Context: an optimization exercise on an open-source flow, tuned for small area, a short achievable clock period and few clock cycles per item. The choices shown serve that exercise and are no tape-out recipe.
At most, simulation tests tie the RTL to the original design; equivalence was not proved.
No functional check of the RTL was part of runs 1 to 4.
Power and IR drop assume default switching activity.

[design/flow/design.v]
module ssaf_chdec (
    input  wire        clk,
    input  wire        rst,         
    input  wire        cmd_valid,
    output wire        cmd_ready,
    input  wire [31:0] cmd_s,
    input  wire [31:0] cmd_d,
    input  wire        k_valid,
    output wire        k_ready,
    input  wire [5:0]  k_data,
    input  wire        d_valid,
    output wire        d_ready,
    input  wire [31:0] d_off,
    input  wire [31:0] d_len,
    input  wire        in_valid,
    output wire        in_ready,
    input  wire [31:0] in_data,
    output reg         out_valid,
    input  wire        out_ready,
    output reg  [31:0] out_data,
    output reg         out_last
);
    integer i;
    function [31:0] pand32;
        input [31:0] x;
        integer l, j;
        reg [31:0] r;
        begin
            r = x;
            for (l = 0; l < 5; l = l + 1)
                for (j = 0; j < 32; j = j + 1)
                    if ((j >> l) & 1)
                        r[j] = r[j] & r[((j >> l) << l) - 1];
            pand32 = r;
        end
    endfunction
    function [31:0] inc32;
        input [31:0] x;
        reg [31:0] c;
        begin
            c = pand32(x);
            inc32 = x ^ {c[30:0], 1'b1};
        end
    endfunction
    function [31:0] dec32;
        input [31:0] x;
        reg [31:0] c;
        begin
            c = pand32(~x);
            dec32 = x ^ {c[30:0], 1'b1};
        end
    endfunction
    function [15:0] carries16;
        input [15:0] a, b;
        input        cin;
        integer l, j;
        reg [15:0] g, t;
        begin
            g = a & b;
            t = a ^ b;
            g[0] = g[0] | (t[0] & cin);
            for (l = 0; l < 4; l = l + 1)
                for (j = 0; j < 16; j = j + 1)
                    if ((j >> l) & 1) begin
                        g[j] = g[j] | (t[j] & g[((j >> l) << l) - 1]);
                        t[j] = t[j] & t[((j >> l) << l) - 1];
                    end
            carries16 = g;
        end
    endfunction
    function [15:0] add16;
        input [15:0] a, b;
        input        cin;
        reg [15:0] c;
        begin
            c = carries16(a, b, cin);
            add16 = a ^ b ^ {c[14:0], cin};
        end
    endfunction
    function ge8;
        input [7:0] a, b;
        reg [15:0] c;
        begin
            c = carries16({8'd0, a}, {8'd0, ~b}, 1'b1);
            ge8 = c[7];
        end
    endfunction
    reg        active;
    reg [31:0] s_left;       
    reg [31:0] d_left;       
    reg        d_zero;       
    reg [31:0] pos;          
    reg        have_desc;
    reg        in_run;       
    reg [31:0] cur_off;
    reg [31:0] cur_len;
    reg [11:0] cidx;         
    reg        q0v, q1v;
    reg [3:0]  q0, q1;
    wire s_nz   = (s_left != 32'd0);
    wire at_off = (pos == cur_off);
    wire len_nz = (cur_len != 32'd0);
    wire want_d = !have_desc && !d_zero;
    wire zrun   = have_desc && (in_run || at_off);
    wire ready  = active && !want_d;
    wire sq_zero = ready && zrun && len_nz;
    wire sq_lit  = ready && !zrun && s_nz;
    wire zskip   = ready && zrun && !len_nz;
    wire done    = ready && !have_desc && !s_nz;
    wire push    = (sq_zero || sq_lit) && !q1v;
    wire [3:0] push_d = {sq_zero, (s_left == 32'd1), (pos[31:1] == 31'd0),
                         sq_lit && (cidx == 12'd0)};
    wire [31:0] pos_inc  = inc32(pos);
    wire [31:0] s_dec    = dec32(s_left);
    wire [31:0] len_dec  = dec32(cur_len);
    wire [31:0] d_dec    = dec32(d_left);
    wire [31:0] cidx_inc = inc32({20'd0, cidx});
    assign cmd_ready = !active;
    assign d_ready   = active && want_d;
    reg [31:0] w0, w1;       
    reg        v0, v1;
    reg [4:0]  p;
    reg [5:0]  k;
    reg        in_rem;       
    reg        drop;         
    reg        tv;
    reg        t_comp;       
    reg        t_uk;         
    reg        t_r;          
    reg        t_acc;        
    reg [31:0] t_w;          
    reg [4:0]  t_u;          
    reg [5:0]  t_sh;         
    reg        t_first, t_last;
    reg        zv;
    reg        zacc;         
    reg [31:0] z;
    reg        zfirst, zlast;
    reg [15:0] y2;
    wire out_free = !out_valid || out_ready;
    wire zfree    = !zv || out_free;
    wire tfree    = !tv || zfree;
    wire h_zero  = q0[3];
    wire h_last  = q0[2];
    wire h_first = q0[1];
    wire h_newk  = q0[0];
    assign k_ready  = q0v && !h_zero && h_newk && !tv;
    assign in_ready = !v1;
    wire [63:0] B  = {w0, w1};
    wire [46:0] f1 = p[4] ? B[47:1]  : B[63:17];
    wire [38:0] f2 = p[3] ? f1[38:0] : f1[46:8];
    wire [34:0] f3 = p[2] ? f2[34:0] : f2[38:4];
    wire [32:0] f4 = p[1] ? f3[32:0] : f3[34:2];
    wire [31:0] W  = p[0] ? f4[31:0] : f4[32:1];
    wire [31:0] pmask = {32{1'b1}} << p;          
    reg  [63:0] zr;
    always @(*)
        for (i = 0; i < 64; i = i + 1)
            zr[i] = !B[63 - i] && ((i >= 32) ? v1 : (v0 && pmask[i]));
    reg [31:0] e1f; reg [31:0] e1q;
    reg [15:0] e2f; reg [31:0] e2q;
    reg [7:0]  e3f; reg [23:0] e3q;
    reg [3:0]  e4f; reg [15:0] e4q;
    reg [1:0]  e5f; reg [9:0]  e5q;
    reg        found;
    reg [5:0]  q;
    always @(*) begin
        for (i = 0; i < 32; i = i + 1) begin
            e1f[i] = zr[2*i] | zr[2*i+1];
            e1q[i] = !zr[2*i];
        end
        for (i = 0; i < 16; i = i + 1) begin
            e2f[i] = e1f[2*i] | e1f[2*i+1];
            e2q[2*i +: 2] = e1f[2*i] ? {1'b0, e1q[2*i]} : {1'b1, e1q[2*i+1]};
        end
        for (i = 0; i < 8; i = i + 1) begin
            e3f[i] = e2f[2*i] | e2f[2*i+1];
            e3q[3*i +: 3] = e2f[2*i] ? {1'b0, e2q[4*i +: 2]} : {1'b1, e2q[4*i+2 +: 2]};
        end
        for (i = 0; i < 4; i = i + 1) begin
            e4f[i] = e3f[2*i] | e3f[2*i+1];
            e4q[4*i +: 4] = e3f[2*i] ? {1'b0, e3q[6*i +: 3]} : {1'b1, e3q[6*i+3 +: 3]};
        end
        for (i = 0; i < 2; i = i + 1) begin
            e5f[i] = e4f[2*i] | e4f[2*i+1];
            e5q[5*i +: 5] = e4f[2*i] ? {1'b0, e4q[8*i +: 4]} : {1'b1, e4q[8*i+4 +: 4]};
        end
        found = e5f[0] | e5f[1];
        q     = e5f[0] ? {1'b0, e5q[4:0]} : {1'b1, e5q[9:5]};
    end
    wire       k32   = k[5];
    wire [5:0] kk    = {1'b0, ~k[4:0]};           
    wire [5:0] kk63  = ~k;                        
    wire [7:0] lim_w = {2'd0, add16({11'd0, p}, {10'd0, kk}, 1'b0)};  
    wire [7:0] q8    = {2'd0, q};
    wire in_w   = found && (!q[5] || !ge8({3'd0, q[4:0]}, {3'd0, p}));
    wire fit_w  = !k32 && ge8(lim_w, q8);                       
    wire fit_e  = v1 ? ge8({2'd0, kk63}, q8) : (!k32 && ge8({2'd0, kk}, q8));
    wire w_all  = v1 || (p == 5'd0);                            
    wire [7:0] pk = {2'd0, add16({11'd0, p}, {10'd0, k}, 1'b0)};  
    wire rem_ok = v1 || !pk[5] || (pk[4:0] == 5'd0);              
    wire h_lit   = q0v && !h_zero && !h_newk && v0 && !drop;
    wire go      = tfree && h_lit;
    wire c_full  = go && !in_rem && in_w && fit_w && fit_e;
    wire c_term  = go && !in_rem && in_w && !fit_w;
    wire c_acc   = go && !in_rem && !in_w && w_all;
    wire c_rem   = go && in_rem && rem_ok;
    wire c_zero  = tfree && q0v && h_zero && !drop;
    wire pop     = c_full || c_rem || c_zero || (c_term && (k == 6'd0));
    wire [15:0] qk1 = add16({10'd0, q}, {10'd0, k}, 1'b1);      
    wire [15:0] qp1 = add16({10'd0, q}, 16'd0, 1'b1);           
    reg  [4:0] pn;
    reg        sh1;
    always @(*) begin
        pn  = p;
        sh1 = 1'b0;
        if (c_full) begin
            pn  = qk1[4:0];
            sh1 = ge8(q8, {2'd0, kk});                            
        end else if (c_term) begin
            pn  = qp1[4:0];
            sh1 = q[5] || (q[4:0] == 5'd31);
        end else if (c_acc) begin
            sh1 = 1'b1;
        end else if (c_rem) begin
            pn  = pk[4:0];
            sh1 = pk[5];
        end else if (drop) begin
            pn  = 5'd0;
            sh1 = (p != 5'd0);
        end
    end
    wire fw = in_valid && !v1;
    wire [15:0] shf = add16({8'd0, lim_w}, {8'hFF, ~q8}, 1'b1);
    wire [5:0]  shr = k32 ? 6'd0 : ({1'b0, kk} + 6'd1);
    wire [15:0] uq  = add16({11'd0, q[4:0]}, {11'h7FF, ~p}, 1'b1);
    wire [31:0] rraw  = t_w >> t_sh;
    wire [31:0] kmask = ~({32{1'b1}} << k);      
    wire [31:0] k32m  = {kmask[26:0], 5'h1F};    
    wire [31:0] uk    = {27'd0, t_u} << k;
    wire [31:0] base  = zacc ? z : 32'd0;
    wire [31:0] zsum  = base | (t_uk ? uk : 32'd0) | (t_r ? (rraw & kmask) : 32'd0);
    wire [31:0] zinc  = inc32(base | k32m);       
    wire        take  = tv && zfree;
    wire [31:0] e   = (z >> 1) ^ {32{z[0]}};
    wire [15:0] pa  = {out_data[14:0], 1'b0};
    wire [15:0] pb  = ~y2;
    wire [15:0] pc  = e[15:0];
    wire [15:0] ps  = pa ^ pb ^ pc;
    wire [15:0] pcy = (pa & pb) | (pa & pc) | (pb & pc);
    wire [15:0] ysum = add16(ps, {pcy[14:0], 1'b1}, 1'b0);
    always @(posedge clk) begin
        if (rst) begin
            active    <= 1'b0;
            have_desc <= 1'b0;
            in_run    <= 1'b0;
            d_zero    <= 1'b1;
            q0v       <= 1'b0;
            q1v       <= 1'b0;
            v0        <= 1'b0;
            v1        <= 1'b0;
            p         <= 5'd0;
            in_rem    <= 1'b0;
            drop      <= 1'b0;
            tv        <= 1'b0;
            zv        <= 1'b0;
            zacc      <= 1'b0;
            out_valid <= 1'b0;
        end else begin
            if (cmd_valid && !active) begin
                active <= 1'b1;
                s_left <= cmd_s;
                d_left <= cmd_d;
                d_zero <= (cmd_d == 32'd0);
                pos    <= 32'd0;
                cidx   <= 12'd0;
            end
            if (done)
                active <= 1'b0;
            if (d_valid && d_ready) begin
                cur_off   <= d_off;
                cur_len   <= d_len;
                have_desc <= 1'b1;
                in_run    <= 1'b0;
                d_left    <= d_dec;
                d_zero    <= (d_left == 32'd1);
            end
            if (zskip)
                have_desc <= 1'b0;
            if (push) begin
                pos    <= pos_inc;
                s_left <= s_dec;
                if (sq_lit)
                    cidx <= cidx_inc[11:0];
                if (sq_zero) begin
                    cur_len <= len_dec;
                    in_run  <= (cur_len != 32'd1);
                    if (cur_len == 32'd1)
                        have_desc <= 1'b0;
                end
            end
            if (pop) begin
                q0v <= q1v || push;
                q0  <= q1v ? q1 : push_d;
                q1v <= 1'b0;
            end else begin
                if (!q0v)
                    q0 <= push_d;
                else if (!q1v)
                    q1 <= push_d;
                q0v <= q0v || push;
                q1v <= q1v || (q0v && push);
                if (k_valid && k_ready)
                    q0[0] <= 1'b0;
            end
            if (k_valid && k_ready)
                k <= k_data;
            drop <= pop && h_last;
            p    <= pn;
            v0   <= sh1 ? (v1 || fw) : (v0 || fw);
            v1   <= !sh1 && (v1 || (fw && v0));
            if (fw)
                w1 <= in_data;
            if (sh1)
                w0 <= v1 ? w1 : in_data;
            else if (!v0)
                w0 <= in_data;
            if (c_term && (k != 6'd0))
                in_rem <= 1'b1;
            else if (c_rem)
                in_rem <= 1'b0;
            if (take)
                tv <= 1'b0;
            if (tfree) begin
                t_w     <= W;
                t_u     <= uq[4:0];
                t_sh    <= in_rem ? shr : shf[5:0];
                t_first <= h_first;
                t_last  <= h_last;
            end
            if (c_full || c_term || c_acc || c_rem || c_zero) begin
                tv     <= 1'b1;
                t_comp <= pop;
                t_uk   <= c_full || c_term;
                t_r    <= c_full || c_rem;
                t_acc  <= c_acc;
            end
            if (zv && out_free)
                zv <= 1'b0;
            if (take) begin
                z      <= t_acc ? zinc : zsum;
                zv     <= t_comp;
                zacc   <= !t_comp;
                zfirst <= t_first;
                zlast  <= t_last;
            end
            if (out_valid && out_ready)
                out_valid <= 1'b0;
            if (zv && out_free) begin
                out_valid <= 1'b1;
                out_last  <= zlast;
                y2        <= out_data[15:0];
                out_data  <= zfirst ? e : {{16{ysum[15]}}, ysum};
            end
        end
    end
endmodule
[design/flow/run.sh]
#!/bin/bash
# synth_recipe.tcl (not shown) runs the flow's synth.tcl, then flattens the netlist and writes it again
# the make line also repeats each setting of config.mk as NAME=value (left out here)
make -C /OpenROAD-flow-scripts/flow DESIGN_CONFIG=/design/flow/config.mk WORK_HOME=/design/flow/orfs CLKGATE_MAP_FILE= SYNTH_SCRIPT=/design/flow/synth_recipe.tcl finish
[design/flow/config.mk]
export PLATFORM = sky130hd
export DESIGN_NAME = ssaf_chdec
export DESIGN_NICKNAME = ssaf_chdec
export VERILOG_FILES = /design/flow/design.v
export SDC_FILE = /design/flow/constraint.sdc
export NUM_CORES = 4
export LEC_CHECK = 0
export CAP_MARGIN = 20
export CORE_MARGIN = 2
export CORE_UTILIZATION = 40
export PLACE_DENSITY = 0.6
export SLEW_MARGIN = 20
[design/flow/constraint.sdc]
create_clock -name core_clock -period 10.0 [get_ports {clk}]
set_input_delay 2.0000 -clock core_clock [delete_from_list [all_inputs] [get_ports {clk}]]
set_output_delay 2.0000 -clock core_clock [all_outputs]
set_load 0.01 [all_outputs]
==> metrics.yaml, run 1 <==
max-slew-margin-rel_pct: 18.5
slew_violations: 0
tightest_slew_ns: 1.21
synth_nets: 2961
multi_input_area_um2: 14100
antenna_left: 0
power_w: 0.00466
cts_buffers: 48
drt-total-wl_mm: 77.6
setup_viol: 0
clock_sinks: 401
drt-pass1-iter-count: 6
max_freq_mhz: 141
post-route-period-util_pct: 70.8
cellPowerDensity_nw_per_um2: 148
synth_top_cell_by_area: "edfxtp_1"
clockBufferDepth: 3
cp_data_arrival_time_ns: 7.44
gr-total-overflow: 0
cts_hold_buf: 0
regArea_um2: 11900
finalClockSkew_ns: 0.0459
worstRegToRegCells: 19
syn2layout_area_growth_pct: 16.8
ys_seq_area_share_pct: 43.9
grtUsageTotal_pct: 22.0
clock_latency_ns: 0.62
synthTopCellsByCount: "382 x edfxtp_1, 300 x nand2_1, 241 x nor2_1, 178 x o21ai_0, 160 x a21oi_1"
end_kind: "flip-flop"
holdCritPathClass: "reg -> reg"
hold_violations: 0
power.leakage_nw: 11.2
netlist_top_cells_area: "edfxtp_1 43%, mux2i_1 4.6%, nand2_1 4.2%"
grt_max_degree: 80
coreArea_um2: 67000
place_ws_ns: 2.98
fillers: 6245
p_comb_share_pct: 16.4
via_per_inst: 5.77
root_buffer: "clkbuf_16"
dpl-instance-area_um2: 29800
netlist_area_um2: 27000
worstPathMaxFanout: 78
drc: 0
synthCells: 2680
gp_congestion: 0.941
netSwitchingFraction_pct: 27.1
outcome: "no timing/DRC/antenna violations"
synth_edf_count: 382
path_class: "reg -> reg"
worst_hold_slack_ns: 0.423
period_minus_slack_ns: 7.08
setup_slack_ns: 2.92
fp.dieH_um: 264
ys.flop_type: "edfxtp_1"
worstHoldPathCells: 0
synthArstFlopShare_pct: 0
ios: 211
worstSetupStartpointType: "flip-flop"
p_clk_share_pct: 39.8
htree_levels: 2
portBuffers: 210
grt_antenna_before_repair: 1
avgSynthCellArea_um2: 10.1
ir_drop_mv: 0.130
drtIter0Drc: 2070
cp.required_ns: 10.36
synth.distinct_cells: 92
intPower_w: 0.00340
yosysWarnings: 1
grt_pass1_wl_mm: 122
placementRows: 95
grt_pass1_vias: 21100
design_area_um2: 31500
die_w_um: 264
ys_ff_latch: 401
fin_nets: 3100
synth.top_cell.area_share_pct: 42.5
clk_pin_slew_worst_paths_ns: 0.06
max-cap-violations: 0
cts_tree: "done"
rsz0062_at_grt: "false"
cts_setup_buffers: 0
post-dp-hpwl_mm: 57.2
synth.most_common_cell: "edfxtp_1"
die_area_um2: 69600
p_switching_w: 0.00126
fin_setup_tns_ns: 0
vias: 21500
cts.repair.resized: 0
post_drt_wl_per_cell_um: 20.8
start_util_pct: 40.3
drive_gt1_share_pct: 9.46
seqPwrFrac_pct: 43.8
antenna_cells: 0
-- metrics by stage --
stage / instances / util (%)
after floorplan: 2680 / -
after global placement: 3640 / 44.5
after detailed placement: 3641 / 44.5
after CTS: 3726 / 47.0
after global routing: 3727 / 47.0
final: 3727 / 47.0
-- cells in the final DEF, fill, tap and decap left out, types with 58 or more instances in the layout --
cell type,n
inv_1,119
xnor2_1,91
clkdlybuf4s50_1,210
mux2i_1,122
nand2_1,299
a21oi_1,158
nor2_1,238
mux2_2,68
o21ai_0,178
edfxtp_1,382
nand3_1,58
xor2_1,82
ha_1,76
-- critical path: stages, from the launching register on --
cell,delay (ns)
dfxtp_4,1.02
nand2_1,0.25
o21ai_0,0.40
a41oi_1,0.25
nand3b_2,0.34
nor2_2,0.27
inv_1,0.14
o31ai_1,0.58
ha_1,0.27
inv_1,0.05
fa_1,0.37
a21o_1,0.18
a21o_1,0.18
fa_1,0.37
a31oi_1,0.38
nor2_1,0.08
a211oi_1,0.35
mux2i_1,0.22
nand2_2,0.66
mux2_2,0.42
-- final timing paths --
path              endpoint  start  slack [ns]
setup / recovery    w0[19]   p[3]        2.92
hold / removal    out_last  zlast        0.42
setup reg to reg    w0[19]   p[3]        2.92
hold reg to reg   out_last  zlast        0.42
-- state kept, by name, indices dropped and copies added (netlist names), 5 cells and up --
register	flops
t_sh	6
w1	32
t_w	32
cidx	12
p	5
z	32
d_left	32
cur_off	32
w0	32
cur_len	32
t_u	5
s_left	32
pos	32
y2	16
k	6
out_data	32
-- power groups by stage --
stage | Sequential (W) | Combinational, W | Clock, W
2_1_floorplan | 0.00204 | 0.000518 | 0
3_3_place_gp | 0.00208 | 0.000736 | 0
3_5_place_dp | 0.00208 | 0.000748 | 0
4_1_cts | 0.00205 | 0.000752 | 0.00191
5_1_grt | 0.00205 | 0.000837 | 0.00197
6_report | 0.00204 | 0.000763 | 0.00186
-- layout make-up --
class	count	area share [%]
repair buffers	243	7.52
multi-input cells	2002	44.6
inverters	123	1.46
flip-flops and latches	401	37.6
clock inverters	34	1.49
well taps	873	3.46
clock buffers	51	3.84
-- cells by family (layout without fill, tap and decap cells) --
kind of cell               count (synthesis)  count (layout)  synth area share, %
muxes                                    233             233                 10.9
buffers and inverters                    277             451                 4.16
xor gates and xnor gates                 173             173                 5.61
and+or+nand+nor                          903             903                 15.8
AOI/OAI and AO/OA                        585             585                 13.7
adders and majority gates                108             108                 5.90
DFF                                      401             401                 43.9
-- metal layers --
metal / track usage, % / share of wire (%)
met3: 3.10 / 5.8
met5: 0 / 0.019
met1: 30.3 / 45
met2: 36.1 / 47
met4: 6.28 / 2.6
==> inputs of run 2 (changes only) <==
--- a/design/flow/design.v
+++ b/design/flow/design.v
@@ -130,13 +130,13 @@
     reg        t_acc;        
     reg [31:0] t_w;          
     reg [4:0]  t_u;          
-    reg [5:0]  t_sh;         
+    reg [4:0]  t_sh;         
     reg        t_first, t_last;
     reg        zv;
     reg        zacc;         
     reg [31:0] z;
     reg        zfirst, zlast;
-    reg [15:0] y2;
+    reg [15:0] tp;
     wire out_free = !out_valid || out_ready;
     wire zfree    = !zv || out_free;
     wire tfree    = !tv || zfree;
@@ -188,16 +188,19 @@
         found = e5f[0] | e5f[1];
         q     = e5f[0] ? {1'b0, e5q[4:0]} : {1'b1, e5q[9:5]};
     end
-    wire       k32   = k[5];
-    wire [5:0] kk    = {1'b0, ~k[4:0]};           
-    wire [5:0] kk63  = ~k;                        
-    wire [7:0] lim_w = {2'd0, add16({11'd0, p}, {10'd0, kk}, 1'b0)};  
-    wire [7:0] q8    = {2'd0, q};
-    wire in_w   = found && (!q[5] || !ge8({3'd0, q[4:0]}, {3'd0, p}));
-    wire fit_w  = !k32 && ge8(lim_w, q8);                       
-    wire fit_e  = v1 ? ge8({2'd0, kk63}, q8) : (!k32 && ge8({2'd0, kk}, q8));
+    wire        k32    = k[5];
+    wire [63:0] m_inw  = {~pmask, 32'hFFFFFFFF};
+    wire [63:0] m_e    = (v1 ? {64{1'b1}} : {32'd0, 32'hFFFFFFFF}) >> k;
+    wire [63:0] m_sh   = {33'd0, 31'h7FFFFFFF} >> k;
+    wire [31:0] w_val  = v1 ? 32'hFFFFFFFF : pmask;
+    wire [31:0] w_k    = 32'hFFFFFFFF << k;
+    wire in_w   = |(zr & m_inw);
+    wire fit_w  = |(~W & w_val & w_k);
+    wire fit_e  = |(zr & m_e);
+    wire sh_f   = !(|(zr & m_sh));
+    wire sh_t   = !(|zr[30:0]);
     wire w_all  = v1 || (p == 5'd0);                            
-    wire [7:0] pk = {2'd0, add16({11'd0, p}, {10'd0, k}, 1'b0)};  
+    wire [15:0] pk = add16({11'd0, p}, {10'd0, k}, 1'b0);       
     wire rem_ok = v1 || !pk[5] || (pk[4:0] == 5'd0);              
     wire h_lit   = q0v && !h_zero && !h_newk && v0 && !drop;
     wire go      = tfree && h_lit;
@@ -207,8 +210,9 @@
     wire c_rem   = go && in_rem && rem_ok;
     wire c_zero  = tfree && q0v && h_zero && !drop;
     wire pop     = c_full || c_rem || c_zero || (c_term && (k == 6'd0));
-    wire [15:0] qk1 = add16({10'd0, q}, {10'd0, k}, 1'b1);      
-    wire [15:0] qp1 = add16({10'd0, q}, 16'd0, 1'b1);           
+    wire [4:0]  k1   = k[4:0] + 5'd1;
+    wire [15:0] qk1  = add16({11'd0, q[4:0]}, {11'd0, k1}, 1'b0);   
+    wire [15:0] qp1  = add16({11'd0, q[4:0]}, 16'd0, 1'b1);         
     reg  [4:0] pn;
     reg        sh1;
     always @(*) begin
@@ -216,10 +220,10 @@
         sh1 = 1'b0;
         if (c_full) begin
             pn  = qk1[4:0];
-            sh1 = ge8(q8, {2'd0, kk});                            
+            sh1 = sh_f;
         end else if (c_term) begin
             pn  = qp1[4:0];
-            sh1 = q[5] || (q[4:0] == 5'd31);
+            sh1 = sh_t;
         end else if (c_acc) begin
             sh1 = 1'b1;
         end else if (c_rem) begin
@@ -231,8 +235,9 @@
         end
     end
     wire fw = in_valid && !v1;
-    wire [15:0] shf = add16({8'd0, lim_w}, {8'hFF, ~q8}, 1'b1);
-    wire [5:0]  shr = k32 ? 6'd0 : ({1'b0, kk} + 6'd1);
+    wire [15:0] kp  = add16({11'd0, p}, {11'd0, ~k[4:0]}, 1'b0);    
+    wire [15:0] shf = add16({11'd0, kp[4:0]}, {11'h7FF, ~q[4:0]}, 1'b1);
+    wire [4:0]  shr = ~k[4:0] + 5'd1;
     wire [15:0] uq  = add16({11'd0, q[4:0]}, {11'h7FF, ~p}, 1'b1);
     wire [31:0] rraw  = t_w >> t_sh;
     wire [31:0] kmask = ~({32{1'b1}} << k);      
@@ -243,12 +248,14 @@
     wire [31:0] zinc  = inc32(base | k32m);       
     wire        take  = tv && zfree;
     wire [31:0] e   = (z >> 1) ^ {32{z[0]}};
-    wire [15:0] pa  = {out_data[14:0], 1'b0};
-    wire [15:0] pb  = ~y2;
-    wire [15:0] pc  = e[15:0];
+    wire [15:0] tm  = zfirst ? 16'd0 : tp;
+    wire [15:0] ysum = add16(tp, e[15:0], 1'b0);
+    wire [15:0] pa  = {tm[14:0], 1'b0};
+    wire [15:0] pb  = {e[14:0], 1'b0};
+    wire [15:0] pc  = ~out_data[15:0];
     wire [15:0] ps  = pa ^ pb ^ pc;
     wire [15:0] pcy = (pa & pb) | (pa & pc) | (pb & pc);
-    wire [15:0] ysum = add16(ps, {pcy[14:0], 1'b1}, 1'b0);
+    wire [15:0] tnext = add16(ps, {pcy[14:0], 1'b1}, 1'b0);
     always @(posedge clk) begin
         if (rst) begin
             active    <= 1'b0;
@@ -334,7 +341,7 @@
             if (tfree) begin
                 t_w     <= W;
                 t_u     <= uq[4:0];
-                t_sh    <= in_rem ? shr : shf[5:0];
+                t_sh    <= in_rem ? shr : shf[4:0];
                 t_first <= h_first;
                 t_last  <= h_last;
             end
@@ -359,7 +366,7 @@
             if (zv && out_free) begin
                 out_valid <= 1'b1;
                 out_last  <= zlast;
-                y2        <= out_data[15:0];
+                tp        <= tnext;
                 out_data  <= zfirst ? e : {{16{ysum[15]}}, ysum};
             end
         end
==> run 2 against run 1 <==
Still clean. Die area grew 13%. Utilization shrank 0.62 points. Synthesized cell count grew 17%. Sequential power is essentially flat. First-iteration DRC count grew 57%. Area after synthesis grew 13%. Combinational power grew 19%. Critical path depth shrank 6. Fmax grew 15%. Routed wire length grew 36%. Clock-buffer cell count grew 1. Critical endpoint is now w0[31].
==> metrics.yaml, run 2 <==
clock_latency_ns: 0.60  # -0.02 ns
timing.rr.start: "p[4]"
slew_violations: 0  # unchanged
synth_top_cell_by_area: "edfxtp_1"
path_class: "reg -> reg"
htree_levels: 2  # unchanged
clockBufferDepth: 3  # unchanged
setup_slack_ns: 3.85  # +0.926 ns
cts_tree: "done"
end_kind: "flip-flop"
worstPathMaxFanout: 68  # -13%
synthTopCellsByCount: "381 x edfxtp_1, 335 x nand2_1, 243 x o21ai_0, 229 x nor2_1, 186 x a21oi_1"
r2r-end: "w0[31]"
die_w_um: 280  # +6.3%
post-dp-hpwl_mm: 77.8  # +36%
final_cell_mix: "381 x edfxtp_1, 333 x nand2_1, 243 x o21ai_0, 226 x nor2_1, 209 x clkdlybuf4s50_1"
fillers: 7193  # +15%
start_util_pct: 40.3  # +0.066 points
grt_antenna_before_repair: 2  # +1
antenna_left: 0  # unchanged
worstHoldPathCells: 0  # unchanged
setup_viol: 0  # unchanged
synth_edf_count: 381  # -0.26%
max-cap-violations: 0  # unchanged
period_minus_slack_ns: 6.15  # -0.926 ns
worstRegToRegCells: 13  # -6
avgSynthCellArea_um2: 9.73  # -3.4%
cts_setup_buffers: 0  # unchanged
ir_drop_mv: 0.130  # +0.42%
tightest_slew_ns: 1.06  # -0.147 ns
holdCritPathClass: "reg -> reg"
drc: 0  # unchanged
cp.required_ns: 10.34  # -0.02 ns
grt_pass1_wl_mm: 159  # +30%
hold_end: "out_last"
power.leakage_nw: 12.6  # +13%
rsz0062_at_grt: "false"
synth.most_common_cell: "edfxtp_1"
die_area_um2: 78500  # +13%
max-slew-margin-rel_pct: 28.6  # +10 points
cp_data_arrival_time_ns: 6.50  # -0.94 ns
gr-total-overflow: 0  # unchanged
ios: 211  # unchanged
cts_hold_buf: 0  # unchanged
ys_ff_latch: 400  # -0.25%
met3_usage_pct: 4.84  # +1.7 points
clock_sinks: 400  # -0.25%
coreArea_um2: 75700  # +13%
root_buffer: "clkbuf_16"
synthArstFlopShare_pct: 0  # unchanged
hold_violations: 0  # unchanged
synth.distinct_cells: 99  # +7.6%
drt-pass1-iter-count: 8  # +2
drtIter0Drc: 3241  # +57%
vias: 26300  # +22%
gp_congestion: 1.04  # +11%
netlist_area_um2: 30500  # +13%
syn2layout_area_growth_pct: 15.1
dpl-instance-area_um2: 33300  # +12%
min-delay-start: "zlast"
finalClockSkew_ns: 0.0221  # -0.0237 ns
portBuffers: 210  # unchanged
power_w: 0.00494  # +6.0%
drt-total-wl_mm: 106  # +36%
synth_nets: 3426  # +16%
placementRows: 101  # +6.3%
yosysWarnings: 1  # unchanged
ys.flop_type: "edfxtp_1"
gr-usage-met1_pct: 35.6  # +5.3 points
drive_gt1_share_pct: 11.1  # +1.6 points
worstSetupStartpointType: "flip-flop"
synthCells: 3138  # +17%
fin_setup_tns_ns: 0  # unchanged
outcome: "no timing/DRC/antenna violations"
post_drt_wl_per_cell_um: 24.8  # +19%
synth.top_cell.area_share_pct: 37.5  # -5.0 points
max_freq_mhz: 162  # +15%
clk_pin_slew_worst_paths_ns: 0.06  # about the same
fin_nets: 3524  # +14%
post-route-period-util_pct: 61.5  # -9.3 points
cts_buffers: 48  # unchanged
grt_max_degree: 89  # +11%
rrSetupSlack_ns: 3.85  # +0.93 ns
ys_seq_area_share_pct: 38.7  # -5.2 points
layout_commonest_cell: "edfxtp_1"
worst_hold_slack_ns: 0.418  # -0.00472 ns
place_ws_ns: 3.19  # +0.205 ns
cellPowerDensity_nw_per_um2: 141  # -4.9%
grt_busiest_layer: "met2"
use_met2_pct: 41.3  # +5.2 points
grtUsageTotal_pct: 26.4  # +4.4 points
via_per_inst: 6.19  # +7.2%
cts.repair.resized: 0  # unchanged
netlist_top_cells_area: "edfxtp_1 37%, mux4_2 5.2%, nand2_1 4.1%"
grt_pass1_vias: 25100  # +19%
design_area_um2: 35100  # +11%
fp.dieH_um: 280  # +6.3%
## run 2: per-layer routing
| metal | up-vias | share of wire [%] |
|---|---|---|
| met3 | 313 | 8.3 |
| met4 | 4 | 5.0 |
| met2 | 1325 | 45 |
| met1 | 12600 | 41 |
| met5 | - | 0.028 |
| li1 | 12100 | - |
## run 2: through the flow
stage	std cells	util (%)
finish	4255	46.4
global route	4254	46.4
detailed placement	4162	44.0
floorplan	3138	-
CTS	4252	46.3
global placement	4162	44.0
## run 2: area by class of cell
type	instances	area (um2)	share of cell area, %
clock buffers	52	1250	3.55
flip-flops and latches	400	11800	33.7
diodes	1	2.50	0.00712
repair buffers	260	2500	7.13
multi-input cells	2396	17300	49.2
clock inverters	38	546	1.55
inverters	130	488	1.39
well taps	978	1220	3.48
## run 2: critical path, stage by stage, from the launching register on
cell and delay (ns):
dfxtp_4 0.85, buf_4 0.82, mux2_2 0.41, mux4_2 0.54, a221oi_1 0.66, a221oi_1 0.23, o2111ai_1 0.33, nor4b_1 0.10
buf_4 0.17, nand3_1 0.37, a32oi_2 0.29, nand2_2 0.44, buf_12 0.27, mux2_2 0.35
## run 2: how the worst max path moves through the flow
stage,start,slack [ns],depth (start not counted),end
after floorplan,rst,3.65,2,out_data[0]
after global placement,out_ready,3.28,11,w0[5]
after detailed placement,out_ready,3.19,11,w0[23]
after CTS,out_ready,3.76,11,w0[23]
after global routing,p[4],3.68,13,w0[31]
final,p[4],3.85,13,w0[31]
## run 2: logic make-up (layout without fill, tap and decap cells)
| group | Yosys count | in the layout | synth area share (%) |
|---|---|---|---|
| AND/OR/NAND/NOR | 1032 | 1032 | 16.4 |
| AO/OA/AOI/OAI | 815 | 815 | 17.4 |
| flip-flops | 400 | 400 | 38.7 |
| buffers and inverters | 342 | 480 | 4.83 |
| multiplexers | 241 | 241 | 11.6 |
| XOR/XNOR | 185 | 185 | 5.31 |
| adder cells (fa/ha/maj) | 123 | 123 | 5.76 |
| other | 0 | 1 | 0 |
## run 2: power by group
| group | internal, W | switching, W |
|---|---|---|
| sequential | 0.00194 | 0.000111 |
| clock | 0.00120 | 0.000779 |
| combinational | 0.000380 | 0.000527 |
| total | 0.00352 | 0.00142 |
==> inputs of run 3 (changes only) <==
--- a/design/flow/config.mk
+++ b/design/flow/config.mk
@@ -5,8 +5,10 @@
 export SDC_FILE = /design/flow/constraint.sdc
 export NUM_CORES = 4
 export LEC_CHECK = 0
+export ABC_CLOCK_PERIOD_IN_PS = 4000
 export CAP_MARGIN = 20
 export CORE_MARGIN = 2
 export CORE_UTILIZATION = 40
 export PLACE_DENSITY = 0.6
+export SETUP_SLACK_MARGIN = 5
 export SLEW_MARGIN = 20
==> run 3 against run 2 <==
Clock power fell by 9%. Sequential power about the same. Register-to-register slack better by 1.2 ns. Largest power group unchanged. Final cell count increased by 0.40%. Flip-flop and latch count stayed put. Sequential share of layout area fell by 0.13 points. Highest routed layer unchanged. Design area increased by 0.45%. Largest cell class unchanged. Worst setup slack better by 1.2 ns. Die area unchanged. Worst hold slack worse by 0.0018 ns. Area after synthesis did not move. Critical path type unchanged.
==> metrics.yaml, run 3 <==
post-dp-hpwl_mm: 78.4  # +0.72%
cp_cell_sequence: "buf_4, o21ai_0, a21boi_0, o21ai_0, a21boi_0, o31ai_1, a2bb2oi_2, inv_1, ha_1, inv_1, fa_1, a21o_1, a21oi_1, xnor2_1, xnor2_1, xnor2_1, nor2_1, a21oi_1"
synth_top_cell_by_area: "edfxtp_1"
post_drt_wl_per_cell_um: 25.2  # +1.3%
synth.most_common_cell: "edfxtp_1"
cp.required_ns: 10.34  # about the same
drc: 0  # unchanged
synthTopCellsByCount: "381 x edfxtp_1, 335 x nand2_1, 243 x o21ai_0, 229 x nor2_1, 186 x a21oi_1"
path_class: "reg -> reg"
final_cell_mix: "381 x edfxtp_1, 332 x nand2_1, 240 x o21ai_0, 226 x nor2_1, 209 x clkdlybuf4s50_1"
fillers: 7161  # -0.44%
synth.distinct_cells: 99  # unchanged
avgSynthCellArea_um2: 9.73  # unchanged
worstRegToRegCells: 18  # +5
portBuffers: 210  # unchanged
gr-total-overflow: 0  # unchanged
fin_nets: 3541  # +0.48%
crit_slowest_cell: "dfxtp_2"
cp_data_arrival_time_ns: 5.24  # -1.26 ns
coreArea_um2: 75700  # unchanged
drt-pass1-iter-count: 8  # unchanged
die_area_um2: 78500  # unchanged
vias: 26600  # +1.2%
max-cap-violations: 0  # unchanged
synth.top_cell.area_share_pct: 37.5  # unchanged
placementRows: 101  # unchanged
end_kind: "flip-flop"
clk_pin_slew_worst_paths_ns: 0.07  # about the same
grt_pass1_vias: 25100  # +0.072%
drtIter0Drc: 3287  # +1.4%
worstHoldPathCells: 0  # unchanged
via_per_inst: 6.23  # +0.77%
max_stage_delay_ns: 0.65  # -0.20 ns
ios: 211  # unchanged
yosysWarnings: 1  # unchanged
synthArstFlopShare_pct: 0  # unchanged
cp_common_cell: "xnor2_1"
max-slew-margin-rel_pct: 21.4  # -7.1 points
start_util_pct: 40.3  # unchanged
timing.rr.start: "v1"
layout_commonest_cell: "edfxtp_1"
grt_antenna_before_repair: 2  # unchanged
gp_congestion: 0.987  # -5.2%
synth_edf_count: 381  # unchanged
rsz0062_at_grt: "true"
power_w: 0.00479  # -3.0%
post-route-period-util_pct: 49.1  # -12 points
htree_levels: 2  # unchanged
holdCritPathClass: "reg -> reg"
synth_nets: 3426  # unchanged
ys_ff_latch: 400  # unchanged
synthCells: 3138  # unchanged
finalClockSkew_ns: 0.0187  # -0.00344 ns
rrSetupSlack_ns: 5.09  # +1.25 ns
cts_buffers: 48  # unchanged
fp.dieH_um: 280  # unchanged
power.leakage_nw: 12.7  # +0.39%
netlist_area_um2: 30500  # unchanged
ir_drop_mv: 0.126  # -3.4%
hold_violations: 0  # unchanged
drt-total-wl_mm: 107  # +1.7%
slew_violations: 0  # unchanged
outcome: "no timing/DRC/antenna violations"
hold_end: "zfirst"
tightest_slew_ns: 1.16  # +0.102 ns
worstSetupStartpointType: "flip-flop"
cts_hold_buf: 0  # unchanged
setup_viol: 0  # unchanged
fin_setup_tns_ns: 0  # unchanged
grt_max_degree: 90  # +1.1%
max_freq_mhz: 204  # +25%
antenna_left: 0  # unchanged
cellPowerDensity_nw_per_um2: 136  # -3.5%
die_w_um: 280  # unchanged
grtUsageTotal_pct: 26.8  # +0.38 points
r2r-end: "t_sh[4]"
clock_sinks: 400  # unchanged
syn2layout_area_growth_pct: 15.6
grt_pass1_wl_mm: 160  # +0.87%
root_buffer: "clkbuf_16"
worstPathMaxFanout: 31  # -54%
drive_gt1_share_pct: 11.6  # +0.55 points
ys_seq_area_share_pct: 38.7  # unchanged
min-delay-start: "t_first"
cts_tree: "done"
clockBufferDepth: 3  # unchanged
netlist_top_cells_area: "edfxtp_1 37%, mux4_2 5.2%, nand2_1 4.1%"
ys.flop_type: "edfxtp_1"
period_minus_slack_ns: 4.91  # -1.25 ns
clock_latency_ns: 0.62  # +0.02 ns
==> run 3: repair_timing <==
item | in CTS | in global routing
gates cloned | 0 | 1
endpoints found under the setup margin | 117 | 90
buffers inserted | 4 | 10
resized for setup | 28 | 26
pin swaps | 2 | 7
==> run 3: kinds of logic after synthesis <==
| kind of cell | after synthesis | synth area share (%) |
|---|---|---|
| buffers and inverters | 342 | 4.83 |
| AND/OR/NAND/NOR | 1032 | 16.4 |
| XOR/XNOR | 185 | 5.31 |
| multiplexers | 241 | 11.6 |
| flip-flops | 400 | 38.7 |
| AO/OA/AOI/OAI | 815 | 17.4 |
| adder cells (fa/ha/maj) | 123 | 5.76 |
==> run 3: routing by layer <==
metal | up-vias | share of wire [%] | global-route usage (%)
met5 | - | 0.037 | 0
met4 | 4 | 4.8 | 11.4
met3 | 311 | 8.5 | 4.38
met2 | 1402 | 46 | 42.1
met1 | 12800 | 41 | 36.5
li1 | 12100 | - | -
==> run 3: worst max-delay path, delay by kind of cell, from the launching register on <==
kind / cells / cell delay, ns
AOI/OAI and AO/OA: 9 / 2.12
buffers and inverters: 3 / 0.68
DFF: 1 / 0.65
adders and majority gates: 2 / 0.64
xor gates and xnor gates: 3 / 0.41
and+or+nand+nor: 1 / 0.11
==> run 3: layout make-up <==
cell class	instances	area [um2]	area share, %
Clock inverter	32	367	1.04
Clock buffer	58	1240	3.51
Timing Repair Buffer	277	2720	7.72
Tap cell	978	1220	3.47
Sequential cell	400	11800	33.6
Antenna cell	1	2.50	0.00709
Multi-Input combinational cell	2396	17400	49.3
Inverter	130	492	1.39
==> run 3: worst max path at each step <==
stage	start	to	slack, ns	cells after the start
final	v1	t_sh[4]	5.09	18
after global routing	v1	t_sh[4]	4.96	18
after CTS	p[4]	t_sh[4]	5.01	18
after detailed placement	out_ready	w0[2]	3.11	11
after global placement	out_ready	w0[28]	3.19	11
after floorplan	out_ready	w0[0]	4.99	10
==> run 3: per-stage QoR <==
stage	hold WS, ns	instance area [um2]	utilization (%)	cells	setup slack [ns]
detailed placement	0.406	33300	44.0	4165	3.11
CTS	0.417	35100	46.3	4259	5.01
global route	0.426	35300	46.6	4271	4.96
finish	0.416	35300	46.6	4272	5.09
global placement	0.405	33300	44.0	4165	3.19
floorplan	0.400	30500	-	3138	4.99
==> run 3: power by group <==
group / switching (W) / internal (W)
clock network: 0.000763 / 0.00105
registers: 0.000114 / 0.00194
logic: 0.000537 / 0.000387
total: 0.00141 / 0.00338
==> inputs of run 4 (changes only) <==
--- a/design/flow/design.v
+++ b/design/flow/design.v
@@ -77,46 +77,37 @@
             add16 = a ^ b ^ {c[14:0], cin};
         end
     endfunction
-    function ge8;
-        input [7:0] a, b;
-        reg [15:0] c;
-        begin
-            c = carries16({8'd0, a}, {8'd0, ~b}, 1'b1);
-            ge8 = c[7];
-        end
-    endfunction
-    reg        active;
-    reg [31:0] s_left;       
-    reg [31:0] d_left;       
-    reg        d_zero;       
+    reg        busy;         
+    reg        cack;         
+    reg        dack;         
     reg [31:0] pos;          
-    reg        have_desc;
+    reg [31:0] d_left;       
+    reg        s_end;        
+    reg        d_end;        
     reg        in_run;       
-    reg [31:0] cur_off;
-    reg [31:0] cur_len;
     reg [11:0] cidx;         
     reg        q0v, q1v;
     reg [3:0]  q0, q1;
-    wire s_nz   = (s_left != 32'd0);
-    wire at_off = (pos == cur_off);
-    wire len_nz = (cur_len != 32'd0);
-    wire want_d = !have_desc && !d_zero;
-    wire zrun   = have_desc && (in_run || at_off);
-    wire ready  = active && !want_d;
-    wire sq_zero = ready && zrun && len_nz;
-    wire sq_lit  = ready && !zrun && s_nz;
-    wire zskip   = ready && zrun && !len_nz;
-    wire done    = ready && !have_desc && !s_nz;
-    wire push    = (sq_zero || sq_lit) && !q1v;
-    wire [3:0] push_d = {sq_zero, (s_left == 32'd1), (pos[31:1] == 31'd0),
-                         sq_lit && (cidx == 12'd0)};
     wire [31:0] pos_inc  = inc32(pos);
-    wire [31:0] s_dec    = dec32(s_left);
-    wire [31:0] len_dec  = dec32(cur_len);
     wire [31:0] d_dec    = dec32(d_left);
     wire [31:0] cidx_inc = inc32({20'd0, cidx});
-    assign cmd_ready = !active;
-    assign d_ready   = active && want_d;
+    wire [31:0] rx  = d_off ^ d_len ^ pos_inc;
+    wire [31:0] rk  = (d_off & d_len) | ((d_off | d_len) & ~pos_inc);
+    wire run_end    = (rx == {rk[30:0], 1'b0});
+    wire desc_ok = busy && !d_end && d_valid && !dack;
+    wire need_d  = busy && !d_end && !(d_valid && !dack);
+    wire zrun    = desc_ok && (in_run || (pos == d_off));
+    wire len0    = (d_len == 32'd0);
+    wire sq_zero = zrun && !len0;
+    wire zskip   = zrun && len0;
+    wire sq_lit  = busy && !need_d && !zrun && !s_end;
+    wire done    = busy && d_end && s_end;
+    wire push    = (sq_zero || sq_lit) && !q1v;
+    wire last    = (pos_inc == cmd_s);
+    wire [3:0] push_d = {sq_zero, last, (pos[31:1] == 31'd0),
+                         sq_lit && (cidx == 12'd0)};
+    assign cmd_ready = cack;
+    assign d_ready   = dack;
     reg [31:0] w0, w1;       
     reg        v0, v1;
     reg [4:0]  p;
@@ -190,12 +181,12 @@
     end
     wire        k32    = k[5];
     wire [63:0] m_inw  = {~pmask, 32'hFFFFFFFF};
-    wire [63:0] m_e    = (v1 ? {64{1'b1}} : {32'd0, 32'hFFFFFFFF}) >> k;
+    wire [63:0] m_e    = v1 ? ({64{1'b1}} >> k) : ({32'd0, 32'hFFFFFFFF} >> k);
     wire [63:0] m_sh   = {33'd0, 31'h7FFFFFFF} >> k;
-    wire [31:0] w_val  = v1 ? 32'hFFFFFFFF : pmask;
-    wire [31:0] w_k    = 32'hFFFFFFFF << k;
+    wire [15:0] kp     = add16({11'd0, p}, {11'd0, ~k[4:0]}, 1'b0);    
+    wire [63:0] m_w    = ~({64{1'b1}} << kp[5:0]) | ({63'd0, 1'b1} << kp[5:0]);
     wire in_w   = |(zr & m_inw);
-    wire fit_w  = |(~W & w_val & w_k);
+    wire fit_w  = !k32 && |(zr & m_w);
     wire fit_e  = |(zr & m_e);
     wire sh_f   = !(|(zr & m_sh));
     wire sh_t   = !(|zr[30:0]);
@@ -235,7 +226,6 @@
         end
     end
     wire fw = in_valid && !v1;
-    wire [15:0] kp  = add16({11'd0, p}, {11'd0, ~k[4:0]}, 1'b0);    
     wire [15:0] shf = add16({11'd0, kp[4:0]}, {11'h7FF, ~q[4:0]}, 1'b1);
     wire [4:0]  shr = ~k[4:0] + 5'd1;
     wire [15:0] uq  = add16({11'd0, q[4:0]}, {11'h7FF, ~p}, 1'b1);
@@ -258,10 +248,10 @@
     wire [15:0] tnext = add16(ps, {pcy[14:0], 1'b1}, 1'b0);
     always @(posedge clk) begin
         if (rst) begin
-            active    <= 1'b0;
-            have_desc <= 1'b0;
+            busy      <= 1'b0;
+            cack      <= 1'b0;
+            dack      <= 1'b0;
             in_run    <= 1'b0;
-            d_zero    <= 1'b1;
             q0v       <= 1'b0;
             q1v       <= 1'b0;
             v0        <= 1'b0;
@@ -274,37 +264,33 @@
             zacc      <= 1'b0;
             out_valid <= 1'b0;
         end else begin
-            if (cmd_valid && !active) begin
-                active <= 1'b1;
-                s_left <= cmd_s;
-                d_left <= cmd_d;
-                d_zero <= (cmd_d == 32'd0);
+            cack <= 1'b0;
+            dack <= 1'b0;
+            if (cmd_valid && !busy && !cack) begin
+                busy   <= 1'b1;
                 pos    <= 32'd0;
+                d_left <= cmd_d;
                 cidx   <= 12'd0;
+                s_end  <= (cmd_s == 32'd0);
+                d_end  <= (cmd_d == 32'd0);
+                in_run <= 1'b0;
+            end
+            if (done) begin
+                busy <= 1'b0;
+                cack <= 1'b1;
             end
-            if (done)
-                active <= 1'b0;
-            if (d_valid && d_ready) begin
-                cur_off   <= d_off;
-                cur_len   <= d_len;
-                have_desc <= 1'b1;
-                in_run    <= 1'b0;
-                d_left    <= d_dec;
-                d_zero    <= (d_left == 32'd1);
+            if (zskip || (push && sq_zero && run_end)) begin
+                dack  <= 1'b1;
+                d_left <= d_dec;
+                d_end  <= (d_left == 32'd1);
             end
-            if (zskip)
-                have_desc <= 1'b0;
             if (push) begin
-                pos    <= pos_inc;
-                s_left <= s_dec;
+                pos   <= pos_inc;
+                s_end <= last;
                 if (sq_lit)
                     cidx <= cidx_inc[11:0];
-                if (sq_zero) begin
-                    cur_len <= len_dec;
-                    in_run  <= (cur_len != 32'd1);
-                    if (cur_len == 32'd1)
-                        have_desc <= 1'b0;
-                end
+                if (sq_zero)
+                    in_run <= !run_end;
             end
             if (pop) begin
                 q0v <= q1v || push;
==> run 4 against run 3 <==
Still clean. Synthesized cell count shrank 5.4%. Register-to-register slack gained 0.02 ns. Clock-buffer cell count shrank 8. Sequential share of layout area shrank 5.3 points. Critical endpoint is now w0[14]. Largest cell class unchanged. Highest routed layer is now met4.
==> metrics.yaml, run 4 <==
placementRows: 95  # -5.9%
ys_ff_latch: 306  # -24%
layout_commonest_cell: "nand2_1"
grt_pass1_vias: 24100  # -4.0%
r2r-end: "w0[14]"
outcome: "no timing/DRC/antenna violations"
synth_top_cell_by_area: "edfxtp_1"
syn2layout_area_growth_pct: 17.7
synth.distinct_cells: 96  # -3.0%
post-route-period-util_pct: 48.9  # -0.15 points
synth_edf_count: 287  # -25%
grt_antenna_before_repair: 1  # -1
cp_data_arrival_time_ns: 5.20  # -0.04 ns
drt-pass1-iter-count: 7  # -1
hold_violations: 0  # unchanged
avgSynthCellArea_um2: 9.12  # -6.2%
start_util_pct: 40.3  # about the same
grtUsageTotal_pct: 28.3  # +1.5 points
ios: 211  # unchanged
cts_buffers: 39  # -19%
worstPathMaxFanout: 23  # -26%
ys_seq_area_share_pct: 33.2  # -5.5 points
power.leakage_nw: 11.7  # -7.4%
met2_length_mm: 46.8  # -4.5%
grt_pass1_wl_mm: 152  # -5.3%
maxUsedRoutingLayer: "met4"
slew_violations: 0  # unchanged
drc: 0  # unchanged
path_class: "reg -> reg"
die_w_um: 264  # -5.7%
post_drt_wl_per_cell_um: 25.4  # +0.76%
cts_hold_buf: 0  # unchanged
final_cell_mix: "316 x nand2_1, 287 x edfxtp_1, 209 x clkdlybuf4s50_1, 196 x o21ai_0, 184 x nor2_1"
clk_pin_slew_worst_paths_ns: 0.06  # about the same
setup_slack_ns: 5.11  # +0.0151 ns
holdCritPathClass: "reg -> reg"
fp.dieH_um: 264  # -5.7%
post-dp-hpwl_mm: 75.2  # -4.1%
fin_nets: 3398  # -4.0%
rrSetupSlack_ns: 5.11  # +0.02 ns
synth_nets: 3274  # -4.4%
antenna_left: 0  # unchanged
root_buffer: "clkbuf_16"
tightest_slew_ns: 1.11  # -0.0502 ns
clockBufferDepth: 3  # unchanged
fin_setup_tns_ns: 0  # unchanged
via_per_inst: 6.19  # -0.70%
vias: 24700  # -7.1%
netlist_area_um2: 27100  # -11%
max-slew-margin-rel_pct: 25.1  # +3.6 points
wl_met1_mm: 42.1  # -4.5%
setup_viol: 0  # unchanged
drtIter0Drc: 2616  # -20%
netlist_top_cells_area: "edfxtp_1 32%, fa_1 4.7%, nand2_1 4.4%"
cts_tree: "done"
end_kind: "flip-flop"
period_minus_slack_ns: 4.89  # -0.0151 ns
timing.rr.start: "k[0]"
yosysWarnings: 1  # unchanged
synthTopCellsByCount: "316 x nand2_1, 287 x edfxtp_1, 200 x o21ai_0, 188 x nor2_1, 184 x inv_1"
worstSetupStartpointType: "flip-flop"
synthCells: 2969  # -5.4%
crit_start: "k[0]"
clock_latency_ns: 0.56  # -0.06 ns
finalClockSkew_ns: 0.0145  # -0.00424 ns
power_w: 0.00403  # -16%
ys.flop_type: "edfxtp_1"
place_ws_ns: 3.42  # +0.306 ns
cp-endpoint: "w0[14]"
met3_wirelength_mm: 7.41  # -19%
cellPowerDensity_nw_per_um2: 126  # -7.0%
synth.top_cell.area_share_pct: 31.8  # -5.7 points
drive_gt1_share_pct: 11.6  # -0.075 points
ir_drop_mv: 0.106  # -16%
worstRegToRegCells: 19  # +1
synthArstFlopShare_pct: 0  # unchanged
synth.most_common_cell: "nand2_1"
drt-total-wl_mm: 101  # -5.7%
max-cap-violations: 0  # unchanged
grt_max_degree: 92  # +2.2%
htree_levels: 2  # unchanged
gp_congestion: 1.04  # +4.8%
max_freq_mhz: 204  # +0.31%
cp.required_ns: 10.31  # -0.03 ns
die_area_um2: 69800  # -11%
coreArea_um2: 67200  # -11%
clock_sinks: 306  # -24%
gr-total-overflow: 0  # unchanged
rsz0062_at_grt: "false"
portBuffers: 210  # unchanged
==> run 4: cell types whose count changed in the layout (fill, tap and decap cells not counted), moves of 15 or more <==
cell,before,now
xor2_1,74,121
edfxtp_1,381,287
fa_1,32,61
a21oi_1,184,169
mux4_2,71,32
nand2_1,332,316
inv_1,123,179
nor3_1,77,47
nor4_1,45,62
nor2_1,226,184
mux2i_1,71,117
o21ai_0,240,196
==> run 4: cells by family after synthesis <==
kind of cell               Yosys count  synth area share (%)
DFF                                306                  33.2
and+or+nand+nor                    934                  16.9
xor gates and xnor gates           234                  7.57
muxes                              235                  11.0
AOI/OAI and AO/OA                  726                  17.3
buffers and inverters              393                  5.90
adders and majority gates          141                  8.18
==> run 4: area by class of cell <==
type / instances / area (um2)
Antenna cell: 1 / 2.50
Clock buffer: 50 / 1090
Clock inverter: 22 / 260
Fill cell: 6262 / 35300
Inverter: 186 / 717
Multi-Input combinational cell: 2275 / 16900
Sequential cell: 306 / 9010
Tap cell: 873 / 1090
Timing Repair Buffer: 285 / 2830
==> run 4: metal layers <==
metal / up-vias / GRT usage, %
met1: 12100 / 37.5
met5: - / 0
met4: 0 / 13.2
li1: 11200 / -
met3: 263 / 4.06
met2: 1206 / 45.6
==> run 4: worst min-delay path by stage <==
stage | start | endpoint | slack [ns] | cells past startpoint
floorplan | zlast | out_last | 0.40 | 0
finish | t_last | zlast | 0.42 | 0
global route | zlast | out_last | 0.43 | 0
CTS | zlast | out_last | 0.43 | 0
detailed placement | zlast | out_last | 0.41 | 0
global placement | t_first | zfirst | 0.40 | 0
==> run 4: worst max-delay path, stage by stage (launching register included) <==
cell and delay (ns):
edfxtp_1 0.37, buf_12 0.18, clkinvlp_4 0.13, ha_1 0.20, fa_1 0.38, a21o_1 0.23
a21oi_4 0.20, fa_2 0.27, buf_4 0.17, nand2b_1 0.20, a211oi_1 0.07, o21ai_0 0.18
o221ai_1 0.13, a2111o_1 0.33, nor4b_4 0.37, a21oi_4 0.15, o311a_4 0.20, or3_4 0.36
buf_12 0.17, mux2_4 0.31
==> run 4: through the flow <==
| step | cell area (um2) | hold slack, ns | std cells | util, % |
|---|---|---|---|---|
| 3_5_place_dp | 29800 | 0.411 | 3884 | 44.3 |
| 6_report | 31900 | 0.421 | 3998 | 47.5 |
| 2_1_floorplan | 27100 | 0.400 | 2969 | - |
| 3_3_place_gp | 29800 | 0.403 | 3884 | 44.3 |
| 4_1_cts | 31500 | 0.426 | 3979 | 46.9 |
| 5_1_grt | 31900 | 0.430 | 3997 | 47.5 |
==> run 4: report_power, final <==
group	switching [W]	total, W	internal, W
clock	0.000587	0.00149	0.000905
combinational	0.000578	0.000964	0.000385
sequential	0.000101	0.00157	0.00147
==> run 4: repair_timing <==
item | 4_1_cts | 5_1_grt
endpoints found under the hold margin | 0 | 0
cloned | 4 | 1
endpoints found under the setup margin | 199 | 189
pin swaps | 10 | 12
gates resized for setup | 48 | 48
buffers inserted | 19 | 17
==> inputs of run 5 (changes only) <==
--- a/design/flow/design.v
+++ b/design/flow/design.v
@@ -183,10 +183,10 @@
     wire [63:0] m_inw  = {~pmask, 32'hFFFFFFFF};
     wire [63:0] m_e    = v1 ? ({64{1'b1}} >> k) : ({32'd0, 32'hFFFFFFFF} >> k);
     wire [63:0] m_sh   = {33'd0, 31'h7FFFFFFF} >> k;
-    wire [15:0] kp     = add16({11'd0, p}, {11'd0, ~k[4:0]}, 1'b0);    
-    wire [63:0] m_w    = ~({64{1'b1}} << kp[5:0]) | ({63'd0, 1'b1} << kp[5:0]);
+    wire [31:0] w_val  = v1 ? 32'hFFFFFFFF : pmask;
+    wire [31:0] w_k    = 32'hFFFFFFFF << k;
     wire in_w   = |(zr & m_inw);
-    wire fit_w  = !k32 && |(zr & m_w);
+    wire fit_w  = |(~W & w_val & w_k);
     wire fit_e  = |(zr & m_e);
     wire sh_f   = !(|(zr & m_sh));
     wire sh_t   = !(|zr[30:0]);
@@ -226,6 +226,7 @@
         end
     end
     wire fw = in_valid && !v1;
+    wire [15:0] kp  = add16({11'd0, p}, {11'd0, ~k[4:0]}, 1'b0);    
     wire [15:0] shf = add16({11'd0, kp[4:0]}, {11'h7FF, ~q[4:0]}, 1'b1);
     wire [4:0]  shr = ~k[4:0] + 5'd1;
     wire [15:0] uq  = add16({11'd0, q[4:0]}, {11'h7FF, ~p}, 1'b1);
==> run 5 against run 4 <==
Final cell count grew 3.6%. Die area grew 4.4%. Clock-buffer cell count is the same. Sequential share of layout area shrank 1.1 points. Combinational power shrank 2%.
==> metrics.yaml, run 5 <==
outcome: "no timing/DRC/antenna violations"
root_buffer: "clkbuf_16"
synth_edf_count: 287  # unchanged
clk_pin_slew_worst_paths_ns: 0.06  # about the same
drc: 0  # unchanged
netlist_area_um2: 28300  # +4.5%
holdCritPathClass: "reg -> reg"
worstRegToRegCells: 18  # -1
drive_gt1_share_pct: 13.3  # +1.7 points
crit_slowest_cell: "nor4b_2"
post_drt_wl_per_cell_um: 28.7  # +13%
synthCells: 3042  # +2.5%
grt_pass1_vias: 26100  # +8.0%
cp.required_ns: 10.31  # about the same
synthSimpleGateAreaFrac_pct: 17.6  # +0.78 points
grt_max_degree: 70  # -24%
rrSetupSlack_ns: 5.03  # -0.08 ns
fin_nets: 3477  # +2.3%
synth_top_cell_by_area: "edfxtp_1"
max_stage_delay_ns: 0.46  # +0.08 ns
synth_top_family_by_area: "simple AND/OR/NAND/NOR gates"
placementRows: 97  # +2.1%
gr-usage-met1_pct: 40.4  # +2.8 points
ys_ff_latch: 306  # unchanged
yosysWarnings: 1  # unchanged
tightest_slew_ns: 1.03  # -0.0806 ns
cts_tree: "done"
grt_pass1_wl_mm: 174  # +15%
fp.dieH_um: 270  # +2.2%
die_area_um2: 72900  # +4.4%
gr-total-overflow: 0  # unchanged
drtIter0Drc: 3494  # +34%
synth_compound_area_share_pct: 17.3  # -0.048 points
path_delay_family: "simple AND/OR/NAND/NOR gates"
max-slew-margin-rel_pct: 31.1  # +6.0 points
via_per_inst: 6.41  # +3.5%
p_switching_w: 0.00127  # about the same
period_minus_slack_ns: 5.10  # +0.208 ns
coreArea_um2: 70000  # +4.3%
synthTopCellsByCount: "328 x nand2_1, 287 x edfxtp_1, 205 x nor2_1, 189 x o21ai_0, 169 x a21oi_1"
worstSetupStartpointType: "input pin"
crit_start: "d_off[11]"
antenna_left: 0  # unchanged
p_comb_share_pct: 24.2  # +0.3 points
post-route-period-util_pct: 51.0  # +2.1 points
worstHoldPathCells: 0  # unchanged
finalClockSkew_ns: 0.0327  # +0.0182 ns
regArea_um2: 9020  # about the same
end_kind: "flip-flop"
cp.depth: 11  # -8
clock_sinks: 306  # unchanged
cp-endpoint: "s_end"
max_freq_mhz: 196  # -4.1%
drt-total-wl_mm: 119  # +17%
synth_nets: 3349  # +2.3%
clockBufferDepth: 3  # unchanged
syn2layout_area_growth_pct: 17.3
portBuffers: 210  # unchanged
synthArstFlopShare_pct: 0  # unchanged
use_met2_pct: 50.6  # +4.9 points
worstPathMaxFanout: 16  # -30%
post-dp-hpwl_mm: 88.2  # +17%
grt_busiest_layer: "met2"
netlist_top_cells_area: "edfxtp_1 30%, mux4_2 4.9%, fa_1 4.5%"
fin_setup_tns_ns: 0  # unchanged
cp_cell_sequence: "clkdlybuf4s50_1, xnor2_1, nand4_1, nor4_1, a21oi_1, nor4b_2, o21ai_0, a21o_4, inv_1, or3_1, o21ai_0"
power.leakage_nw: 12.1  # +3.5%
ios: 211  # unchanged
clock_latency_ns: 0.59  # +0.03 ns
path_class: "in -> reg"
synth.distinct_cells: 111  # +16%
die_w_um: 270  # +2.2%
setup_viol: 0  # unchanged
gp_congestion: 1.01  # -2.2%
grtUsageTotal_pct: 31.7  # +3.4 points
htree_levels: 2  # unchanged
avgSynthCellArea_um2: 9.30  # +2.0%
cts_hold_buf: 0  # unchanged
cts_buffers: 40  # +2.6%
cellPowerDensity_nw_per_um2: 118  # -6.8%
p_clk_share_pct: 35.5  # -1.5 points
ys_seq_area_share_pct: 31.8  # -1.4 points
timing.rr.start: "v0"
max-cap-violations: 0  # unchanged
r2r-end: "t_sh[4]"
synth.top_cell.area_share_pct: 30.5  # -1.4 points
hold_violations: 0  # unchanged
synthAdderAreaFrac_pct: 7.74  # -0.44 points
cp_common_cell: "o21ai_0"
synth-xor-area-share_pct: 7.06  # -0.51 points
ir_drop_mv: 0.120  # +13%
intPower_w: 0.00264  # -4.3%
synthMuxAreaShare_pct: 12.4  # +1.5 points
grt_antenna_before_repair: 9  # +8
vias: 26500  # +7.2%
multi_input_area_um2: 18100  # +7.0%
rsz0062_at_grt: "true"
worst_hold_slack_ns: 0.419  # -0.00148 ns
ys.flop_type: "edfxtp_1"
start_util_pct: 40.4  # +0.078 points
seqPwrFrac_pct: 40.3  # +1.3 points
fillers: 6586  # +5.2%
layout_commonest_cell: "nand2_1"
met3_usage_pct: 7.24  # +3.2 points
slew_violations: 0  # unchanged
cp_data_arrival_time_ns: 5.41  # +0.21 ns
drt-pass1-iter-count: 7  # unchanged
path_buf_inv: 2  # -2
synth.most_common_cell: "nand2_1"
netSwitchingFraction_pct: 32.4  # +0.94 points
final_cell_mix: "323 x nand2_1, 287 x edfxtp_1, 209 x clkdlybuf4s50_1, 200 x nor2_1, 182 x o21ai_0"
## run 5: cell types whose count changed after synthesis, sizes merged, moves of 11 or more
cell | before | now
mux4 | 32 | 66
nand2 | 317 | 329
a31oi | 38 | 23
xor2 | 122 | 108
nor3 | 49 | 69
nor2 | 188 | 205
nand4 | 45 | 57
a21o | 33 | 22
mux2i | 118 | 90
inv | 184 | 157
buf | 76 | 99
## run 5: worst min-delay path by stage
stage                  from  endpoint  slack [ns]
floorplan             zlast  out_last        0.40
global placement    t_first    zfirst        0.41
detailed placement  t_first    zfirst        0.41
CTS                 t_first    zfirst        0.42
global route        t_first    zfirst        0.42
finish              t_first    zfirst        0.42
## run 5: power groups by stage
stage | Sequential, W | Clock [W] | Combinational, W
floorplan | 0.00153 | 0 | 0.000585
global placement | 0.00159 | 0 | 0.000882
detailed placement | 0.00160 | 0 | 0.000887
CTS | 0.00157 | 0.00141 | 0.000912
global route | 0.00158 | 0.00145 | 0.00101
finish | 0.00158 | 0.00139 | 0.000946
## run 5: logic make-up (layout without fill, tap and decap cells)
family / after synthesis / in the layout
simple gates: 1012 / 1012
compound gates: 732 / 736
buf+inv: 382 / 533
flops: 306 / 306
mux: 244 / 244
xor+xnor: 228 / 228
fa+ha+maj: 138 / 138
other cells: 0 / 4
## run 5: layout make-up
class | count | area share, %
clock buffers | 50 | 3.22
multi-input cells | 2358 | 54.4
well taps | 940 | 3.54
clock inverters | 19 | 0.479
repair buffers | 304 | 9.31
diodes | 4 | 0.0302
inverters | 160 | 1.84
flip-flops and latches | 306 | 27.2
## run 5: timing repair
action                                  in CTS  in global routing
pin swaps                                    9                  9
cloned                                       3                  3
gates resized for setup                     57                 58
endpoints found under the setup margin     242                172
buffers inserted                            26                 17
## run 5: worst register-to-register path, cell delays in order (launching register included)
cell and delay, ns:
dfxtp_2 0.52, buf_6 0.25, nand2b_2 0.25, or3_1 0.50, o211ai_1 0.28, and4bb_1 0.30, nand4_4 0.17, nor2_1 0.09
or3_4 0.39, inv_1 0.14, ha_1 0.17, inv_1 0.06, fa_1 0.47, a21o_1 0.20, a21oi_1 0.18, xor2_1 0.24
xnor2_1 0.18, xnor2_1 0.16, o21ai_1 0.14
## run 5: per-layer routing
| layer | vias to the layer above | routed length (um) |
|---|---|---|
| li1 | 11600 | - |
| met1 | 12900 | 46400 |
| met2 | 1652 | 53900 |
| met3 | 408 | 11500 |
| met4 | 10 | 7050 |
| met5 | - | 69 |
## run 5: metrics by stage
stage                     instance area, um2  util [%]  total power, W  setup slack, ns  cells
after floorplan                        28400         -         0.00211             4.99   3042
after global placement                 31000      44.2         0.00248             3.55   4019
after detailed placement               31000      44.2         0.00248             3.46   4019
after CTS                              32700      46.7         0.00390             4.99   4117
after global routing                   33200      47.4         0.00404             4.78   4137
final                                  33200      47.4         0.00391             4.90   4141
Testbench counts of run 5, summed over its fixed seeds: cycles 100,897, items 100,391.

-- static timing again, ports no longer ideal --
The results above use ideal ports. As a check the final layouts listed here were re-extracted and re-timed, cells and wires unchanged. Step 1: set_driving_cell puts a clkbuf_16 on clk and a buf_2 on each other input, an assumption about the parent block. Step 2 times the ports against the registers' clock, not the clock port: input delays grow and output delays shrink by t, the midpoint of the rising clock arrivals with the driver on. Slacks: ideal ports / drivers / drivers and shift; pairs: ideal ports / drivers.
run | t, ns | setup WS [ns] | hold slack, ns | clock arrival spread, ns | worst slew at a driven data input, ns
run 1 | 0.663 | 2.919 / 2.919 / 2.919 | 0.423 / 0.423 / 0.423 | 0.049 / 0.049 | 0.08
run 2 | 0.663 | 3.845 / 3.845 / 3.271 | 0.418 / 0.418 / 0.418 | 0.026 / 0.026 | 0.08
run 3 | 0.675 | 5.094 / 5.094 / 4.514 | 0.416 / 0.416 / 0.416 | 0.019 / 0.019 | 0.09
run 4 | 0.619 | 5.109 / 5.109 / 4.715 | 0.421 / 0.421 / 0.421 | 0.019 / 0.019 | 0.06
run 5 | 0.643 | 4.900 / 4.937 / 4.294 | 0.419 / 0.419 / 0.419 | 0.033 / 0.033 | 0.10
After both steps setup and hold are still met in every run listed. For run 5, which loses most, drivers alone change the setup slack by +0.037 ns; drivers and shift together by -0.606 ns.
